Background: an optimization exercise with open tools, aiming at small area. Do not read the settings as production practice. Only simulation tests tie the RTL to the original design; equivalence was not proved. The clock port is modelled as an ideal driver; clocking choices that lean on that would not hold on a real chip. Power figures rest on the tool's default switching activity, not on a simulated workload.

== fjord ==
==> flow/design.v (excerpt) <==
module simplecvm_core (
    input  wire        clk,
    input  wire        rst,
    output reg         mem_req,
    input  wire        mem_gnt,
    output wire        mem_we,
    output wire        mem_wide,
    output wire [14:0] mem_addr,
    output wire [15:0] mem_wdata,
    input  wire        mem_rvalid,
    input  wire [15:0] mem_rdata,
    output reg         out_valid,
    output wire        out_chr,
    output wire [15:0] out_data,
    output wire        halted,
    output wire        faulted,
    output wire [2:0]  fault_cause,
    output wire [15:0] fault_pc,
    output wire [15:0] fault_info
);
    localparam S_FA    = 5'd0;    
    localparam S_FAW   = 5'd1;    
    localparam S_FB    = 5'd2;    
    localparam S_FBW   = 5'd3;
    localparam S_FC    = 5'd4;    
    localparam S_FCW   = 5'd5;
    localparam S_EX    = 5'd6;    
    localparam S_ALIGN = 5'd7;    
    localparam S_PASS  = 5'd8;    
    localparam S_CHK   = 5'd9;    
    localparam S_MREQ  = 5'd10;   
    localparam S_MWAIT = 5'd11;
    localparam S_STW   = 5'd12;   
    localparam S_NEXT  = 5'd13;   
    localparam S_HALT  = 5'd16;
    localparam S_F1    = 5'd17;   
    localparam S_F1D   = 5'd18;   
    localparam S_F2    = 5'd19;   
    localparam S_F3    = 5'd20;   
    localparam S_F4    = 5'd21;   
    reg  [4:0]  state;
  ...
Size in the first run: roughly 760 cells after synthesis, roughly 120 flip-flops, about 110 I/O pins, ~7000 um2 of cells after synthesis.
make LEC_CHECK=0 CAP_MARGIN=20 CORE_MARGIN=2 CORE_UTILIZATION=40 SLEW_MARGIN=20 finish   # period 8.0 ns
run.sh (not shown) runs the stock make flow with config.mk's settings and CLKGATE_MAP_FILE= SYNTH_SCRIPT=/design/flow/synth_recipe.tcl, a recipe that flattens the netlist after the stock synthesis.
Input-level comparison between maple and fjord:
==> flow/flow/run.sh (new file) <==
#!/bin/bash
set -o pipefail
export BUFFER_PORTS_ARGS="-buffer_cell sky130_fd_sc_hd__buf_1"
bash standard.sh finish > standard.log 2>&1
==> flow/standard.sh (new file) <==
#!/bin/bash
# synth_recipe.tcl (not shown) runs the flow's synth.tcl, then flattens the netlist and writes it again
# the make line also repeats each setting of config.mk as NAME=value (left out here)
make -C /OpenROAD-flow-scripts/flow DESIGN_CONFIG=/design/flow/config.mk WORK_HOME=/design/flow/orfs CLKGATE_MAP_FILE= SYNTH_SCRIPT=/design/flow/synth_recipe.tcl "${@:-finish}"
removed: flow/run.sh
==> run summary <==
- maple drops fewer vias than fjord.
- [maple] cell area reported after detailed placement fell 8.2% relative to fjord
- The final reports for maple and fjord show via count of the first global-routing pass lower in the former.
- Comparing final weighted congestion of routability-driven global placement for maple and fjord, the smaller number came from fjord.
- maple vs fjord — non-clock buffer count climbed slightly
- Compared with fjord, maple ends up with less cell area.
- Fraction of power consumed by sequential logic: higher on maple
- maple against fjord: post-detailed-routing wire length fell 1500 um; time the final worst path needs with I/O delays and setup fell 410 ps.
Modified inputs, umber compared to maple
- setting ABC_AREA to 1 for the first time
==> flow/run.sh (new file) <==
#!/bin/bash
# synth_recipe.tcl (not shown) runs the flow's synth.tcl, then flattens the netlist and writes it again
# the make line also repeats each setting of config.mk as NAME=value (left out here)
make -C /OpenROAD-flow-scripts/flow DESIGN_CONFIG=/design/flow/config.mk WORK_HOME=/design/flow/orfs CLKGATE_MAP_FILE= SYNTH_SCRIPT=/design/flow/synth_recipe.tcl finish
removed: flow/flow/run.sh
removed: flow/standard.sh
==> comparison <==
Routability congestion estimate from global placement grows slightly when moving from maple to umber. Number of clock buffers in the layout: umber vs maple down 1. Side by side, register share of the cell area turned out lower in umber than in maple.

========
Setup of v54:
Another version of the RTL of simplecvm_core (not shown whole).
Size: about 940 cells after synthesis, ~120 flip-flops, about 110 I/O pins.
clock: 8.0 ns
lec_check: 0
abc_area: 1
cap_margin: 20
core_margin: 2
core_utilization: 40
slew_margin: 20
standard.sh (not shown) runs the stock make flow with config.mk's settings and CLKGATE_MAP_FILE= SYNTH_SCRIPT=/design/flow/synth_recipe.tcl, a recipe that flattens the netlist after the stock synthesis.
==> flow/flow/run.sh <==
#!/bin/bash
# The standard layout (standard.sh, with its standard synthesis), with two
# changes: the smallest buffer on the ports, and a smaller clock tree without
# dummy loads.  Each tool's output is in standard.log and orfs/logs/.
export BUFFER_PORTS_ARGS="-buffer_cell sky130_fd_sc_hd__buf_1"
export CTS_ARGS="-sink_clustering_enable -repair_clock_nets -dont_use_dummy_load -buf_list {sky130_fd_sc_hd__clkbuf_4 sky130_fd_sc_hd__clkbuf_8}"
bash standard.sh finish > standard.log 2>&1
> inputs changed (v54 -> v29)
# v54
export LEC_CHECK = 0
export ABC_AREA = 1
export CAP_MARGIN = 20
export CORE_MARGIN = 2
export CORE_UTILIZATION = 40
export SLEW_MARGIN = 20
create_clock -name core_clock -period 8.0 [get_ports {clk}]
# v29
export LEC_CHECK = 0
export ABC_AREA = 1
export CAP_MARGIN = 20
export CORE_MARGIN = 2
export CORE_UTILIZATION = 60
export SLEW_MARGIN = 20
create_clock -name core_clock -period 8.0 [get_ports {clk}]
--- a/flow/flow/run.sh
+++ b/flow/flow/run.sh
@@ -6 +6 @@
-export CTS_ARGS="-sink_clustering_enable -repair_clock_nets -dont_use_dummy_load -buf_list {sky130_fd_sc_hd__clkbuf_4 sky130_fd_sc_hd__clkbuf_8}"
+export CTS_ARGS="-sink_clustering_enable -repair_clock_nets -dont_use_dummy_load -buf_list {sky130_fd_sc_hd__clkbuf_4}"
==> run summary <==
v29 vs. v54: synthesis-to-layout area growth decreased 2.8 points, total half-perimeter wirelength after legalization and detailed placement decreased 490 µm. v29 supports a lower top clock frequency than v54. Going from v54 to v29, overall power consumption shrinks by about 7.5%. The standard cells in v29 occupy less silicon area than those in v54 do. The relative contribution of combinational cells to total power of v29 is higher than that of v54.
Setup changes, v29 to v21
# v29
export LEC_CHECK = 0
export ABC_AREA = 1
export CAP_MARGIN = 20
export CORE_MARGIN = 2
export CORE_UTILIZATION = 60
export SLEW_MARGIN = 20
create_clock -name core_clock -period 8.0 [get_ports {clk}]
# v21
export LEC_CHECK = 0
export ABC_AREA = 1
export CAP_MARGIN = 20
export CORE_MARGIN = 2
export CORE_UTILIZATION = 40
export SLEW_MARGIN = 20
create_clock -name core_clock -period 8.0 [get_ports {clk}]
--- a/flow/flow/run.sh
+++ b/flow/flow/run.sh
@@ -6 +6 @@
-export CTS_ARGS="-sink_clustering_enable -repair_clock_nets -dont_use_dummy_load -buf_list {sky130_fd_sc_hd__clkbuf_4}"
+export CTS_ARGS="-sink_clustering_enable -repair_clock_nets -dont_use_dummy_load -buf_list sky130_fd_sc_hd__clkbuf_4 -sink_clustering_size 20 -sink_clustering_max_diameter 60"
Findings:
Compared with v29, in v21 global-route usage now smaller; worst setup slack fell 0.076 ns; highest ir drop seen on vdd now smaller; post-layout minimum cycle time up 0.076 ns. v29 closes out successfully: all stages finished, all timing, DRC and antenna checks passed. Having completed the whole flow, v21 delivered a layout that passed the timing, design-rule and antenna checks. Changes observed in v21 relative to v29: final net count closely matched the old numbers, number of global-route vias before repair moved up, wire length of the first global-routing pass saw an increase, design area has increased, cell count after placement +77. Comparing v21 and v29, total detailed-routing wirelength is higher on v21.
Inputs modified between v21 and v13:
--- a/flow/flow/run.sh
+++ b/flow/flow/run.sh
@@ -6 +6 @@
-export CTS_ARGS="-sink_clustering_enable -repair_clock_nets -dont_use_dummy_load -buf_list sky130_fd_sc_hd__clkbuf_4 -sink_clustering_size 20 -sink_clustering_max_diameter 60"
+export CTS_ARGS="-sink_clustering_enable -repair_clock_nets -dont_use_dummy_load -buf_list sky130_fd_sc_hd__clkbuf_4 -sink_clustering_size 10 -sink_clustering_max_diameter 40"
Notes after the runs:
v13 finished every step from synthesis to the final layout, and the layout passed the timing, design-rule and antenna checks.
Comparing v13 against v21, there is no change at all in period utilization.
The critical path depth was comparable across v13 and v21.
Largest net degree at the start of global routing essentially unchanged between v21 and v13.
From v21 to v13, async set-reset flop share out of synthesis did not move at all.
v21 -> v13: post-layout minimum cycle time delta 0, exact match

========
## amber
simplecvm_core, a different RTL version from the one above (not shown whole).
Size in the first run: about 110 I/O pins.
## simplecvm_core
module simplecvm_core (
    input  wire        clk,
    input  wire        rst,
    output reg         mem_req,
    input  wire        mem_gnt,
    output wire        mem_we,
    output wire        mem_wide,
    output wire [14:0] mem_addr,
    output wire [15:0] mem_wdata,
    input  wire        mem_rvalid,
    input  wire [15:0] mem_rdata,
    output wire        out_valid,
    output wire        out_chr,
    output wire [15:0] out_data,
    output wire        halted,
    output wire        faulted,
    output wire [2:0]  fault_cause,
    output wire [15:0] fault_pc,
    output wire [15:0] fault_info
);
    localparam S_FA    = 5'd0;    
    localparam S_FAW   = 5'd1;    
    localparam S_FB    = 5'd2;    
    localparam S_FBW   = 5'd3;
    localparam S_FC    = 5'd4;    
    localparam S_FCW   = 5'd5;
    localparam S_EX    = 5'd6;    
    localparam S_ALIGN = 5'd7;    
    localparam S_PASS  = 5'd8;    
    localparam S_CHK   = 5'd9;    
    localparam S_MREQ  = 5'd10;   
    localparam S_MWAIT = 5'd11;
    localparam S_STW   = 5'd12;   
    localparam S_NEXT  = 5'd13;   
    localparam S_HALT  = 5'd16;
    localparam S_F1    = 5'd17;   
    localparam S_F1D   = 5'd18;   
  ...
==> flow/config.mk <==
export PLATFORM = sky130hd
export DESIGN_NAME = simplecvm_core
export DESIGN_NICKNAME = simplecvm_core
export VERILOG_FILES = /design/flow/design.v
export SDC_FILE = /design/flow/constraint.sdc
export NUM_CORES = 4
export LEC_CHECK = 0
export ABC_AREA = 1
export CAP_MARGIN = 20
export CORE_MARGIN = 2
export CORE_UTILIZATION = 60
export SLEW_MARGIN = 20
==> flow/constraint.sdc <==
create_clock -name core_clock -period 8.0 [get_ports {clk}]
set_input_delay 1.6000 -clock core_clock [delete_from_list [all_inputs] [get_ports {clk}]]
set_output_delay 1.6000 -clock core_clock [all_outputs]
set_load 0.01 [all_outputs]
==> flow/flow/run.sh <==
#!/bin/bash
# The standard layout (standard.sh), with these changes:
#  - after the standard synthesis, its combinational logic is mapped again
#    for area with Yosys/ABC (flow/reopt.tcl, flow/area.abc); every flip-flop
#    of the standard synthesis is kept as it is (instance, name, cell type);
#  - the smallest buffer on the ports;
#  - a clock tree of clkbuf_4 without dummy loads, in which the buffers that
#    drive too slow a clock edge are then made clkbuf_8 (flow/clkfix.tcl).
# Each tool's output goes to a log of its own here: synth.log, reopt.log,
# cts.log, clkfix.log, layout.log (and ORFS's own logs under orfs/logs/).
set -e
here=$(pwd)
bash standard.sh synth > synth.log 2>&1
res=$(ls -d orfs/results/*/*/base | head -1)
plat=$(basename $(dirname $(dirname $res)))
pdir=$FLOW_HOME/platforms/$plat
lib=$pdir/lib/sky130_fd_sc_hd__tt_025C_1v80.lib
cp $res/1_2_yosys.v synth_standard.v
export REOPT_LIB=$lib REOPT_IN=$here/synth_standard.v REOPT_OUT=$here/synth_reopt.v \
       REOPT_TOP=$FLOW_TOP REOPT_SCRIPT=$here/flow/area.abc REOPT_STAT=$here/reopt_stat.txt
export REOPT_SEQ="$(grep -oE 'sky130_fd_sc_hd__(df|edf|sdf|dl)[a-z0-9_]*' synth_standard.v | sort -u | tr '\n' ' ')"
export REOPT_DONT_USE="$(sed -n '/^export DONT_USE_CELLS/,/^#/p' $pdir/config.mk | grep -oE 'sky130_fd_sc_hd__[a-z0-9_]+' | tr '\n' ' ')"
${YOSYS_EXE:-yosys} -c flow/reopt.tcl > reopt.log 2>&1
cp synth_reopt.v $res/1_2_yosys.v
rm -f $res/1_synth.odb
export BUFFER_PORTS_ARGS="-buffer_cell sky130_fd_sc_hd__buf_1"
export CTS_ARGS="-sink_clustering_enable -repair_clock_nets -dont_use_dummy_load -buf_list sky130_fd_sc_hd__clkbuf_4"
bash standard.sh cts > cts.log 2>&1
CLKFIX_LIB=$lib CLKFIX_ODB=$here/$res/4_cts.odb CLKFIX_SDC=$here/$res/4_cts.sdc \
CLKFIX_RC=$pdir/setRC.tcl CLKFIX_SLEW=0.100 \
  openroad -no_init -exit flow/clkfix.tcl > clkfix.log 2>&1
bash standard.sh finish > layout.log 2>&1
==> flow/flow/area.abc <==
strash
&get -n
&deepsyn -T 60
&put
dch -f
amap
strash
&get -n
&deepsyn -T 60
&put
dch -f
amap
strash
&get -n
&deepsyn -T 60
&put
dch -f
amap
strash
strash
dc2
dch -f
amap
strash
dc2
dch -f
amap
strash
dc2
dch -f
amap
strash
dc2
dch -f
amap
strash
dc2
dch -f
amap
strash
dc2
dch -f
amap
topo
Other scripts of this flow, unchanged in this note and not shown: flow/flow/clkfix.tcl, flow/flow/reopt.tcl
amber went all the way through the flow, and no timing, DRC or antenna check failed.
Edits applied to the flow inputs when going from amber to xenon:
==> flow/flow/area.abc <==
strash
dc2
dch -f
amap
strash
dc2
dch -f
amap
strash
dc2
dch -f
amap
strash
dc2
dch -f
amap
strash
dc2
dch -f
amap
strash
dc2
dch -f
amap
strash
dc2
dch -f
amap
strash
dc2
dch -f
amap
strash
dc2
dch -f
amap
strash
dc2
dch -f
amap
topo
-- flow/config.mk --
<<< amber, line 11
export CORE_UTILIZATION = 60
export SLEW_MARGIN = 20
>>> xenon, line 11
export CORE_UTILIZATION = 60
export GPL_TIMING_DRIVEN = 0
export SLEW_MARGIN = 20
Notes after the runs:
Number of non-clock inverters in the layout, xenon and amber: higher on amber. Looking at fill cell total of the finished layout, xenon sits 4 lower than amber does. Compared with amber, xenon ends up with a larger final cell area. Re non-clock buffer count: amber was lower than xenon. From xenon to amber, count of clock-buffer cells in the layout did not move at all. When xenon is set beside amber, its wire length per cell after detailed routing turns out to be about 5% smaller.
For harbor, these inputs were changed with respect to xenon:
-- flow/config.mk --
<<< xenon, line 10
export CORE_MARGIN = 2
export CORE_UTILIZATION = 60
export GPL_TIMING_DRIVEN = 0
export SLEW_MARGIN = 20
>>> harbor, line 10
export CORE_MARGIN = 2
export CORE_UTILIZATION = 75
export SLEW_MARGIN = 20
[summary]
xenon → harbor: combinational power about even, via count higher, utilization climbed 15 points, share of the final layout cell area in sequential cells now larger, hold slack saw an increase.
The end point of the critical path comes out mem_addr[14] in one run and mem_wdata[9] in the other, namely in harbor and xenon respectively.
Per the comparison of harbor with xenon, max-slew headroom at the worst pin shrank by 12 points, post-layout worst setup margin shrank by 0.090 ns, timing-limited maximum frequency shrank by about 1.2%, design area shrank by 3.6%.
The lower wire length per cell came out of xenon.

==> afterwards: timing with drivers on the ports <==
No port has a modelled driver above. Below, the same layouts with a new extraction and two added sets of constraints.
Step 1 assumes that a clkbuf_16 drives the clock port and a buf_2 every other input.
Step 2 also shifts input and output timing later by t, the mid clock arrival at the registers, as if the neighbouring blocks saw the same clock.
Slacks: ideal ports / drivers / drivers and shift; pairs: ideal ports / drivers.
run	t (ns)	slack for setup (ns)	hold slack, ns	latest minus earliest clock arrival (ns)	pins driven straight from the clock port
fjord	0.463	0.716 / 0.674 / 1.137	0.345 / 0.345 / 0.345	0.012 / 0.012	1
maple	0.452	1.126 / 1.086 / 1.538	0.342 / 0.342 / 0.342	0.008 / 0.007	1
umber	0.450	1.514 / 1.473 / 1.922	0.348 / 0.348 / 0.348	0.010 / 0.009	1
v54	0.462	1.547 / 1.513 / 1.975	0.330 / 0.330 / 0.330	0.034 / 0.034	1
v29	0.536	1.512 / 1.477 / 2.013	0.333 / 0.333 / 0.333	0.042 / 0.043	1
v21	0.536	1.436 / 1.403 / 1.939	0.321 / 0.321 / 0.321	0.049 / 0.049	1
v13	0.536	1.436 / 1.403 / 1.939	0.321 / 0.321 / 0.321	0.049 / 0.049	1
amber	0.434	1.314 / 1.277 / 1.712	0.341 / 0.341 / 0.341	0.035 / 0.035	1
xenon	0.426	0.561 / 0.527 / 0.954	0.330 / 0.330 / 0.330	0.030 / 0.029	1
harbor	0.424	0.471 / 0.439 / 0.863	0.352 / 0.352 / 0.352	0.034 / 0.033	1
After both steps setup and hold are still met in every run listed.
